Source: an optimization exercise on an open RTL-to-GDS flow (aim: small area). Production flows keep margins and buffers that such runs may drop. In this exercise RTL edits were held to simulation tests only and were not proved equivalent to the original. Power is estimated from default activity; no workload was simulated.

==> v2 <==
==> flow/design.v (excerpt) <==
module rpirf_pltc (
    input  wire        clk,
    input  wire        rst,           
    input  wire        bus_valid,
    input  wire        bus_we,
    input  wire [7:0]  bus_addr,
    input  wire [31:0] bus_wdata,
    output reg  [31:0] bus_rdata,
    output reg         bus_err,
    output reg         drv_req,
    output reg  [1:0]  drv_op,
    input  wire        drv_ack,
    input  wire        drv_err,
    output wire        line_level,
    output wire        line_owned
);
    localparam [1:0] ST_NONE = 2'd0, ST_ENABLED = 2'd1, ST_DISABLED = 2'd2;
    localparam [3:0] R_OK = 4'd0, R_NOT_INIT = 4'd1, R_DOUBLE_TEARDOWN = 4'd2,
                     R_IO = 4'd3, R_RELEASE = 4'd4, R_ACQUIRE = 4'd5,
                     R_BAD_PROTOCOL = 4'd6, R_LINE_OWNED = 4'd7, R_BAD_CMD = 4'd8;
    localparam [1:0] OP_SET_LOW = 2'b00, OP_SET_HIGH = 2'b01,
                     OP_ACQUIRE = 2'b10, OP_RELEASE = 2'b11;
    reg [1:0]  state;
    reg        busy;
    reg        reject;
    reg [3:0]  result;
    reg [31:0] arg_proto, arg_repeat, arg_pulse, arg_bitlen;
    reg [31:0] code_lo, code_hi;
    reg [2:0]  dev_proto;
    reg [31:0] dev_repeat, dev_pulse, dev_bitlen;
    reg        level, owned;
    reg [63:0] lcode;         
    reg [31:0] rem;           
    reg [7:0]  pos;           
    reg [7:0]  pos0;          
    reg        in_sync;       
    reg [31:0] rep;           
    reg [31:0] pcnt;          
    reg [6:0]  hcnt;          
    reg [3:0]  presc;         
    reg        start;         
    assign line_level = level;
    assign line_owned = owned;
    wire [31:0] dev_w0, dev_w1;
    pltc_lut u_lut_dev (.idx(dev_proto), .w0(dev_w0), .w1(dev_w1));
    wire [31:0] rd_w0, rd_w1;
    pltc_lut u_lut_rd (.idx(bus_addr[5:3]), .w0(rd_w0), .w1(rd_w1));
    wire [63:0] code = {code_hi, code_lo};
    wire [7:0]  enc_pos0;
    wire        enc_widen;
    pltc_encoder u_enc (.code(code), .bitlen(dev_bitlen), .pos0(enc_pos0), .widen(enc_widen));
    wire       str_bit = lcode[pos[5:0]];
    wire       is_zero = !pos[7] && (pos[6] || !str_bit);
    wire       hold_hi = drv_op[0];
    wire [6:0] cur_n   = in_sync ? (hold_hi ? dev_w0[22:16] : dev_w0[30:24]) :
                         is_zero ? (hold_hi ? dev_w1[6:0]   : dev_w1[14:8])  :
  ...
clock: 12.0 ns
lec_check: 0
cap_margin: 20
core_margin: 2
core_utilization: 60
slew_margin: 20
standard.sh (not shown) runs the stock make flow with config.mk's settings and CLKGATE_MAP_FILE= SYNTH_SCRIPT=/design/flow/synth_recipe.tcl, a recipe that flattens the netlist after the stock synthesis.
==> flow/flow/run.sh <==
#!/bin/bash
# The standard layout (standard.sh) with two changes:
#  - clock tree: clkbuf_8 sink buffers on clusters of at most 16 sinks and
#    50 um, and no dummy loads (the tree is not balanced with extra loads)
#  - port buffers: the smallest buffer cell, buf_1
# Each tool's full output is in orfs/logs/ (ORFS) and standard.log here.
export CTS_ARGS="-sink_clustering_enable -repair_clock_nets -dont_use_dummy_load -sink_clustering_size 16 -sink_clustering_max_diameter 50 -buf_list sky130_fd_sc_hd__clkbuf_8"
export BUFFER_PORTS_ARGS="-buffer_cell sky130_fd_sc_hd__buf_1"
bash standard.sh > standard.log 2>&1
==> v26: changes against v2 <==
--- a/flow/design.v
+++ b/flow/design.v
@@ -102,27 +102,28 @@
     wire       last_bit   = (rem == 32'd1);
     wire       pos_step   = (rem[31:8] == 24'd0) && !(rem[7] && (rem[6:0] != 7'd0));
     wire       tick       = (presc == 4'd9);
     wire       unit_end   = (pcnt == 32'd1);
     wire       hold_end   = (hcnt == cur_n);
     wire acc_ok = bus_valid && (bus_addr[1:0] == 2'b00);
     wire wr_cmd = acc_ok && bus_we && (bus_addr == 8'h00);
-    wire [5:0] ra = bus_addr[7:2];
+    wire [5:0] ra = bus_addr[7:2] & {6{~rst}};
+    wire       dev_ok = (state != ST_NONE);    
     wire [31:0] rd_val =
         ({32{ra == 6'h01}} & {24'd0, result, reject, busy, state}) |
         ({32{ra == 6'h02}} & arg_proto)  |
         ({32{ra == 6'h03}} & arg_repeat) |
         ({32{ra == 6'h04}} & arg_pulse)  |
         ({32{ra == 6'h05}} & arg_bitlen) |
         ({32{ra == 6'h06}} & code_lo)    |
         ({32{ra == 6'h07}} & code_hi)    |
-        ({32{ra == 6'h08}} & {29'd0, dev_proto}) |
-        ({32{ra == 6'h09}} & dev_repeat) |
-        ({32{ra == 6'h0A}} & dev_pulse)  |
-        ({32{ra == 6'h0B}} & dev_bitlen) |
+        ({32{ra == 6'h08 && dev_ok}} & {29'd0, dev_proto}) |
+        ({32{ra == 6'h09 && dev_ok}} & dev_repeat) |
+        ({32{ra == 6'h0A && dev_ok}} & dev_pulse)  |
+        ({32{ra == 6'h0B && dev_ok}} & dev_bitlen) |
         ({32{ra == 6'h0C}} & {30'd0, owned, level}) |
         ({32{ra[5:4] == 2'b01}} & (ra[0] ? rd_w1 : rd_w0));
     always @(posedge clk)
         bus_rdata <= rd_val;
     wire cmd_ok   = wr_cmd && !busy;
     wire init_acc = cmd_ok && (bus_wdata == 32'd1) && !(state == ST_ENABLED || owned) &&
                     (arg_proto >= 32'd1) && (arg_proto <= 32'd6);
@@ -160,21 +161,21 @@
     always @(posedge clk) begin
         if (rst || (wr_acc && bus_addr == 8'h08)) arg_proto  <= wd;
         if (rst || (wr_acc && bus_addr == 8'h0C)) arg_repeat <= wd;
         if (rst || (wr_acc && bus_addr == 8'h10)) arg_pulse  <= wd;
         if (rst || (wr_acc && bus_addr == 8'h14)) arg_bitlen <= wd;
         if (rst || (wr_acc && bus_addr == 8'h18)) code_lo    <= wd;
         if (rst || (wr_acc && bus_addr == 8'h1C)) code_hi    <= wd;
-        if (rst || init_done) begin
-            dev_proto  <= pos0[2:0]    & {3{~rst}};
-            dev_repeat <= lcode[63:32] & {32{~rst}};
-            dev_pulse  <= lcode[31:0]  & {32{~rst}};
+        if (init_done) begin
+            dev_proto  <= pos0[2:0];
+            dev_repeat <= lcode[63:32];
+            dev_pulse  <= lcode[31:0];
         end
-        if (rst || init_done || widen_now)
-            dev_bitlen <= (init_done ? rem : 32'd32) & {32{~rst}};
+        if (init_done || widen_now)
+            dev_bitlen <= widen_now ? 32'd32 : rem;
     end
     always @(posedge clk) begin
         if (rst) begin
             state       <= ST_NONE;
             busy        <= 1'b0;
             reject      <= 1'b0;
             result      <= R_OK;
==> flow/flow/run.sh (replaced) <==
#!/bin/bash
# The standard layout (standard.sh), with three changes:
#  - synthesis: the standard synthesis script, except that ABC maps the
#    logic with flow/area.abc (area-oriented mapping) in place of the
#    speed script; everything else (flip-flop mapping, flatten, renames)
#    is synth_recipe.tcl unchanged
#  - clock tree: clkbuf_8 sink buffers on clusters of at most 16 sinks and
#    50 um, and no dummy loads
#  - port buffers: the smallest buffer cell, buf_1
# ORFS writes each step's full log under orfs/logs/; make's own output is
# in standard.log here.
set -euo pipefail
W=$PWD
{
  echo "# ABC with the area script in flow/area.abc"
  echo "proc abc {args} {"
  echo "  set i [lsearch -exact \$args -script]"
  echo "  if {\$i >= 0} { lset args [expr {\$i + 1}] $W/flow/area.abc }"
  echo "  yosys abc {*}\$args"
  echo "}"
  cat "$W/synth_recipe.tcl"
} > "$W/flow/my_synth.tcl"
sed "s|SYNTH_SCRIPT=[^ ]*|SYNTH_SCRIPT=$W/flow/my_synth.tcl|" standard.sh > "$W/flow/my_standard.sh"
grep -q "SYNTH_SCRIPT=$W/flow/my_synth.tcl" "$W/flow/my_standard.sh"
export CTS_ARGS="-sink_clustering_enable -repair_clock_nets -dont_use_dummy_load -sink_clustering_size 16 -sink_clustering_max_diameter 50 -buf_list sky130_fd_sc_hd__clkbuf_8"
export BUFFER_PORTS_ARGS="-buffer_cell sky130_fd_sc_hd__buf_1"
bash "$W/flow/my_standard.sh" > standard.log 2>&1
==> flow/flow/area.abc (new file) <==
&get -n
&st
&dc2
&st
&dc2
&st
&dch -f
&nf -a -R 1000
&put
topo
stime -c
- CORE_UTILIZATION: 60 -> 70
==> v14: changes against v2 <==
--- a/flow/design.v
+++ b/flow/design.v
@@ -102,27 +102,28 @@
     wire       last_bit   = (rem == 32'd1);
     wire       pos_step   = (rem[31:8] == 24'd0) && !(rem[7] && (rem[6:0] != 7'd0));
     wire       tick       = (presc == 4'd9);
     wire       unit_end   = (pcnt == 32'd1);
     wire       hold_end   = (hcnt == cur_n);
     wire acc_ok = bus_valid && (bus_addr[1:0] == 2'b00);
     wire wr_cmd = acc_ok && bus_we && (bus_addr == 8'h00);
-    wire [5:0] ra = bus_addr[7:2];
+    wire [5:0] ra = bus_addr[7:2] & {6{~rst}};
+    wire       dev_ok = (state != ST_NONE);    
     wire [31:0] rd_val =
         ({32{ra == 6'h01}} & {24'd0, result, reject, busy, state}) |
         ({32{ra == 6'h02}} & arg_proto)  |
         ({32{ra == 6'h03}} & arg_repeat) |
         ({32{ra == 6'h04}} & arg_pulse)  |
         ({32{ra == 6'h05}} & arg_bitlen) |
         ({32{ra == 6'h06}} & code_lo)    |
         ({32{ra == 6'h07}} & code_hi)    |
-        ({32{ra == 6'h08}} & {29'd0, dev_proto}) |
-        ({32{ra == 6'h09}} & dev_repeat) |
-        ({32{ra == 6'h0A}} & dev_pulse)  |
-        ({32{ra == 6'h0B}} & dev_bitlen) |
+        ({32{ra == 6'h08 && dev_ok}} & {29'd0, dev_proto}) |
+        ({32{ra == 6'h09 && dev_ok}} & dev_repeat) |
+        ({32{ra == 6'h0A && dev_ok}} & dev_pulse)  |
+        ({32{ra == 6'h0B && dev_ok}} & dev_bitlen) |
         ({32{ra == 6'h0C}} & {30'd0, owned, level}) |
         ({32{ra[5:4] == 2'b01}} & (ra[0] ? rd_w1 : rd_w0));
     always @(posedge clk)
         bus_rdata <= rd_val;
     wire cmd_ok   = wr_cmd && !busy;
     wire init_acc = cmd_ok && (bus_wdata == 32'd1) && !(state == ST_ENABLED || owned) &&
                     (arg_proto >= 32'd1) && (arg_proto <= 32'd6);
@@ -160,21 +161,21 @@
     always @(posedge clk) begin
         if (rst || (wr_acc && bus_addr == 8'h08)) arg_proto  <= wd;
         if (rst || (wr_acc && bus_addr == 8'h0C)) arg_repeat <= wd;
         if (rst || (wr_acc && bus_addr == 8'h10)) arg_pulse  <= wd;
         if (rst || (wr_acc && bus_addr == 8'h14)) arg_bitlen <= wd;
         if (rst || (wr_acc && bus_addr == 8'h18)) code_lo    <= wd;
         if (rst || (wr_acc && bus_addr == 8'h1C)) code_hi    <= wd;
-        if (rst || init_done) begin
-            dev_proto  <= pos0[2:0]    & {3{~rst}};
-            dev_repeat <= lcode[63:32] & {32{~rst}};
-            dev_pulse  <= lcode[31:0]  & {32{~rst}};
+        if (init_done) begin
+            dev_proto  <= pos0[2:0];
+            dev_repeat <= lcode[63:32];
+            dev_pulse  <= lcode[31:0];
         end
-        if (rst || init_done || widen_now)
-            dev_bitlen <= (init_done ? rem : 32'd32) & {32{~rst}};
+        if (init_done || widen_now)
+            dev_bitlen <= widen_now ? 32'd32 : rem;
     end
     always @(posedge clk) begin
         if (rst) begin
             state       <= ST_NONE;
             busy        <= 1'b0;
             reject      <= 1'b0;
             result      <= R_OK;
==> flow/flow/run.sh (replaced) <==
#!/bin/bash
# The standard layout (standard.sh), with three changes:
#  - synthesis: the standard synthesis script, except that ABC maps the
#    logic with flow/area.abc (area-oriented mapping) in place of the
#    speed script; everything else (flip-flop mapping, flatten, renames)
#    is synth_recipe.tcl unchanged
#  - clock tree: clkbuf_8 sink buffers on clusters of at most 18 sinks and
#    55 um, and no dummy loads
#  - port buffers: the smallest buffer cell, buf_1
# ORFS writes each step's full log under orfs/logs/; make's own output is
# in standard.log here.
set -euo pipefail
W=$PWD
{
  echo "# ABC with the area script in flow/area.abc"
  echo "proc abc {args} {"
  echo "  set i [lsearch -exact \$args -script]"
  echo "  if {\$i >= 0} { lset args [expr {\$i + 1}] $W/flow/area.abc }"
  echo "  yosys abc {*}\$args"
  echo "}"
  cat "$W/synth_recipe.tcl"
} > "$W/flow/my_synth.tcl"
sed "s|SYNTH_SCRIPT=[^ ]*|SYNTH_SCRIPT=$W/flow/my_synth.tcl|" standard.sh > "$W/flow/my_standard.sh"
grep -q "SYNTH_SCRIPT=$W/flow/my_synth.tcl" "$W/flow/my_standard.sh"
export CTS_ARGS="-sink_clustering_enable -repair_clock_nets -dont_use_dummy_load -sink_clustering_size 18 -sink_clustering_max_diameter 55 -buf_list sky130_fd_sc_hd__clkbuf_8"
export BUFFER_PORTS_ARGS="-buffer_cell sky130_fd_sc_hd__buf_1"
bash "$W/flow/my_standard.sh" > standard.log 2>&1
==> flow/flow/area.abc (new file) <==
&get -n
&st
&dc2
&st
&dc2
&st
&dch -f
&nf -a -R 1000
&put
topo
stime -c
- CORE_UTILIZATION: 60 -> 75
==> notes <==
The lowest wire length belongs to v26, the highest to v2.
Sequential share of layout area: v2 < v26 < v14.
Utilization, highest first: v14, v26, v2.
Against v14, the combinational power of v2 is larger by 63%.
In sequential cell count, v14 and v26 do not differ.
In area after synthesis, v14 and v26 do not differ.
==> figures <==
item	v14	v26	v2
Fill count	1627	2182	3215
Startpoint of the worst register-to-register path	code_hi[4]$_DFFE_PP_	code_hi[2]$_DFFE_PP_	pos[2]$_DFF_P_
Worst-margin pin slew	1.17 ns	1.28 ns	1.13 ns
Clock Latency Late Sink	0.61 ns	0.61 ns	0.70 ns
Fin worst setup slack	4.18 ns	3.94 ns	5.11 ns
Met1 Wirelength	26400 um	27600 um	33500 um
Comb pwr	114 uW	111 uW	186 uW
Number of diodes added for antenna fixing	0	4	1
Adder and majority cell fraction of the synthesized area	0.0143	0.0143	0.0137
Power in sequential cells	2020 uW	2020 uW	2110 uW
Floorplan die width	178 um	184 um	206 um
Worst R2R Setup Slack	4.18 ns	3.94 ns	5.73 ns
Result of the run	no timing/DRC/antenna violations	no timing/DRC/antenna violations	no timing/DRC/antenna violations
Tmin final	7.82 ns	8.06 ns	6.89 ns

==> port drivers added, routing unchanged <==
Ports are ideal in the flow. The routed layouts listed here were re-timed in OpenROAD.
Step 1, drivers: a clkbuf_16 drives clk and a buf_2 each remaining input, both assumed.
Step 2 adds t to the input delays and takes it off the output delays; t is the mean of the earliest and latest rising clock arrival at the registers after step 1. Input paths then give back, and output paths get back, about the clock's delay inside the block.
Slacks: ideal ports / drivers / drivers and shift; pairs: ideal ports / drivers.
| run | t (ns) | setup WS [ns] | worst setup path at the end | worst register clock-pin slew, ns | pins driven straight from the clock port |
|---|---|---|---|---|---|
| v2 | 0.700 | 5.113 / 5.147 / 4.448 | input to register | 0.10 / 0.10 | 1 |
| v26 | 0.632 | 3.941 / 3.941 / 3.941 | register to register | 0.10 / 0.10 | 1 |
| v14 | 0.625 | 4.180 / 4.180 / 4.180 | register to register | 0.12 / 0.12 | 1 |
After both steps setup and hold are still met in every run listed. The setup slack of v2, which loses most, moves by +0.034 ns with the drivers and by -0.665 ns with both steps.
